Context: an optimization exercise on an open-source flow, tuned for small area. The choices shown serve that exercise and are no tape-out recipe. In this exercise RTL edits were held to simulation tests only and were not proved equivalent to the original. Power and IR drop assume default switching activity.

## rev 12
## ir_timing_engine
module ir_timing_engine (
    input  wire        clk,
    input  wire        rst,
    input  wire        cmd_valid,
    input  wire [7:0]  cmd,
    input  wire [31:0] op_a,
    input  wire [31:0] op_b,
    output reg         rsp_valid,
    output wire [3:0]  rsp_status,
    output reg  [31:0] rsp_data,
    output wire        carrier_en,
    output wire        line_level,
    output wire        rx_listen
);
Settings: LEC_CHECK=0, ABC_AREA=1, CAP_MARGIN=20, CORE_MARGIN=2, CORE_UTILIZATION=75, CTS_CLUSTER_DIAMETER=80, CTS_CLUSTER_SIZE=24, SLEW_MARGIN=20; clock period 10.0 ns.
standard.sh (not shown) runs the stock make flow with config.mk's settings and CLKGATE_MAP_FILE= SYNTH_SCRIPT=/design/flow/synth_recipe.tcl, a recipe that flattens the netlist after the stock synthesis.
==> flow/flow/run.sh <==
#!/bin/bash
set -euo pipefail
bash standard.sh finish \
  "BUFFER_PORTS_ARGS=-buffer_cell sky130_fd_sc_hd__buf_2" \
  "CTS_ARGS=-sink_clustering_enable -repair_clock_nets -sink_clustering_size 24 -sink_clustering_max_diameter 80 -dont_use_dummy_load" \
  > orfs_flow.log 2>&1
Relative to rev 12, the following input files were edited for rev 13:
--- a/flow/design.v
+++ b/flow/design.v
@@ -58,12 +58,16 @@
     input  wire [31:0] d,          
     input  wire [31:0] cfg_start,
     input  wire [31:0] cfg_short,
     input  wire [31:0] cfg_long,
     input  wire [31:0] cfg_gap,
     input  wire [31:0] cfg_tol,
+    input  wire        e_sel,      
+    input  wire [31:0] e_x,        
+    input  wire [31:0] e_y,        
+    output wire [31:0] elapsed,    
     output wire        in_start,   
     output wire        in_short,
     output wire        in_long,
     output wire        p01,        
     output wire        p02,        
     output wire        p12,        
@@ -75,13 +79,16 @@
     wire [31:0] a0_in = tol_wr ? cfg_start : c;
     wire [31:0] a1_in = tol_wr ? cfg_short : c;
     wire [33:0] k1 = tol_wr ? {1'b0, k} : ~{1'b0, k};
     wire [33:0] a0, a1, a2;
     ir_add #(34) u_a0 (.a({2'b00, a0_in}),     .b({1'b0, k}), .ci(1'b0), .s(a0), .co());
     ir_add #(34) u_a1 (.a({2'b00, a1_in}),     .b(k1),        .ci(1'b0), .s(a1), .co());
-    ir_add #(34) u_a2 (.a({2'b00, cfg_long}),  .b({1'b0, k}), .ci(1'b0), .s(a2), .co());
+    wire [31:0] a2_in = e_sel ? e_x : cfg_long;
+    wire [32:0] k2    = e_sel ? {1'b0, ~e_y} : k;
+    ir_add #(34) u_a2 (.a({2'b00, a2_in}), .b({1'b0, k2}), .ci(e_sel), .s(a2), .co());
+    assign elapsed = a2[31:0];
     wire c0_start, c0_short, c0_long;
     ir_geq #(32) g0s (.a(a0[31:0]), .b(cfg_start), .ci(1'b1), .ge(c0_start));
     ir_geq #(32) g0h (.a(a0[31:0]), .b(cfg_short), .ci(1'b1), .ge(c0_short));
     ir_geq #(32) g0l (.a(a0[31:0]), .b(cfg_long),  .ci(1'b1), .ge(c0_long));
     wire a0_big = a0[33] | a0[32];
     wire le0_start = a0_big | c0_start;
@@ -189,23 +196,29 @@
     wire [2:0] new_code = ~legal ? 3'd1 : c3 ? 3'd2 : c4 ? 3'd3 : 3'd4;
     wire go = cmd_valid & ~rst;
     wire run = go & body;
     wire       cfg_we = run & is_wr & ~config_valid;
     wire       w_tol  = ~config_valid & is_wr & (hi == 4'd5);
     wire       in_start, in_short, in_long, p01, p02, p12;
+    wire [31:0] elapsed;
+    wire [31:0] q1;             
     wire [1:0] sym;
     ir_config_check u_win (
         .cv          (config_valid),
         .sel_gap     (~config_valid & is_cmt),
         .tol_wr      (w_tol),
         .d           (op_a),
         .cfg_start   (cfg_start),
         .cfg_short   (cfg_short),
         .cfg_long    (cfg_long),
         .cfg_gap     (cfg_gap),
         .cfg_tol     (cfg_tol),
+        .e_sel       (is_tck | is_rxc | is_rxp),
+        .e_x         (is_rxp ? op_b : op_a),
+        .e_y         (q1),
+        .elapsed     (elapsed),
         .in_start    (in_start),
         .in_short    (in_short),
         .in_long     (in_long),
         .p01         (p01),
         .p02         (p02),
         .p12         (p12),
@@ -259,13 +272,13 @@
     wire sel_rxla  = (qsel[15] | is_rxp) & rx_set;
     wire sel_gap   = qsel[4] | (is_tck & tx_in_gap);
     wire sel_long  = qsel[3] | (is_tck & tx_bitphase & tx_lastbit);
     wire sel_short = qsel[2] | (is_tck & tx_bitphase & ~tx_lastbit);
     wire sel_to    = (qsel[14] | is_rxc) & rx_set;
     wire sel_idle  = qsel[5] | is_rxp;
-    wire [31:0] q1 = ({32{sel_last}} & tx_last_time) |
+    assign      q1 = ({32{sel_last}} & tx_last_time) |
                      ({32{sel_rxst}} & rx_start_time) |
                      ({32{sel_rxla}} & rx_last_accept);
     wire [31:0] q2 = ({32{sel_gap}}   & cfg_gap) |
                      ({32{sel_long}}  & cfg_long) |
                      ({32{sel_short}} & cfg_short) |
                      ({32{sel_to}}    & rx_timeout) |
@@ -281,18 +294,14 @@
                      ({32{qsel[6]}}  & cfg_tol) |
                      ({32{qsel[7]}}  & {22'd0, active_level, has_checksum, 2'b00, packet_bits}) |
                      ({32{qsel[8] & tx_buffer_set}} & tx_buffer) |
                      ({32{qsel[9]}}  & {26'd0, tx_remaining}) |
                      ({32{qsel[12]}} & {26'd0, rx_bits}) |
                      ({32{qsel[16]}} & {29'd0, fault_code});
-    wire [31:0] ex_n = is_rxp ? ~op_b : ~op_a;
-    wire [31:0] elapsed_n;
-    wire        unused_co;
-    ir_add #(.W(32), .FAST(1)) u_sub (.a(q1), .b(ex_n), .ci(1'b0), .s(elapsed_n), .co(unused_co));
     wire e_ge;
-    ir_geq #(32) u_cmp (.a(~elapsed_n), .b(q2), .ci(is_tck), .ge(e_ge));
+    ir_geq #(32) u_cmp (.a(elapsed), .b(q2), .ci(is_tck), .ge(e_ge));
     wire tx_rem_zero = (tx_remaining == 6'd0);
     wire [5:0] tx_bit_index = tx_remaining - 6'd1;
     wire tx_bit = tx_buffer[tx_bit_index[4:0]];
     wire tk_off   = ~tx_armed;
     wire tk_done  = tx_armed & tx_rem_zero;
     wire tk_act   = tx_armed & ~tx_rem_zero;
### Flow results
- On number of filler cells placed in the layout: rev 13 sits below rev 12.
- Taking rev 12 as the reference, in rev 13 overall track demand over capacity in global routing has increased, routing usage on met1 shows a reduction of 0.74 points, share of the core filled with cells in the final layout went up, post-synthesis simple-gate area fraction +1.6 points, half-perimeter wire length of the detailed placement result grew by about 0.5%.
- Taking rev 12 as the reference, in rev 13 number of antenna violations at the first check in global routing picked up an extra 9, placement-stage worst setup slack -0.011 ns.
- After detailed routing, rev 12 needs less wire than rev 13.
- Rev 13 vs rev 12, critical path startpoint: cmd[1] vs cmd[2]
- Rev 13 vs rev 12: non-clock buffer count up in rev 13
- Compared to rev 12, rev 13 has total design power 4.0% higher.
- Rev 13 vs rev 12 — placement-stage cell area dropped about 2.3%.
- Summary: with rev 12 as the reference, via count of the first global-routing pass in rev 13 moved up by a few percent.

## what the ideal ports hide
The results above use ideal ports. As a check the final layouts listed here were re-extracted and re-timed, cells and wires unchanged. Step 1: set_driving_cell puts a clkbuf_16 on clk and a buf_2 on each other input, an assumption about the parent block. Step 2, shift: input delay + t, output delay - t, t = (earliest + latest rising clock arrival at the registers) / 2. This alone moves slack from input paths to output paths. a / b / c = ideal / step 1 / step 2; a / b = the first two.
run | t (ns) | setup slack, ns | latest minus earliest clock arrival (ns) | worst slew at a driven data input, ns | cell pins on the clock port's net
rev 12 | 0.662 | 0.455 / 0.494 / -0.168 | 0.076 / 0.076 | 0.05 | 1
rev 13 | 0.655 | 0.422 / 0.459 / -0.197 | 0.059 / 0.059 | 0.04 | 1
With both steps, setup timing fails in rev 12 and rev 13, where it was met with ideal ports. For rev 12, which loses most, drivers alone change the setup slack by +0.039 ns; drivers and shift together by -0.623 ns.
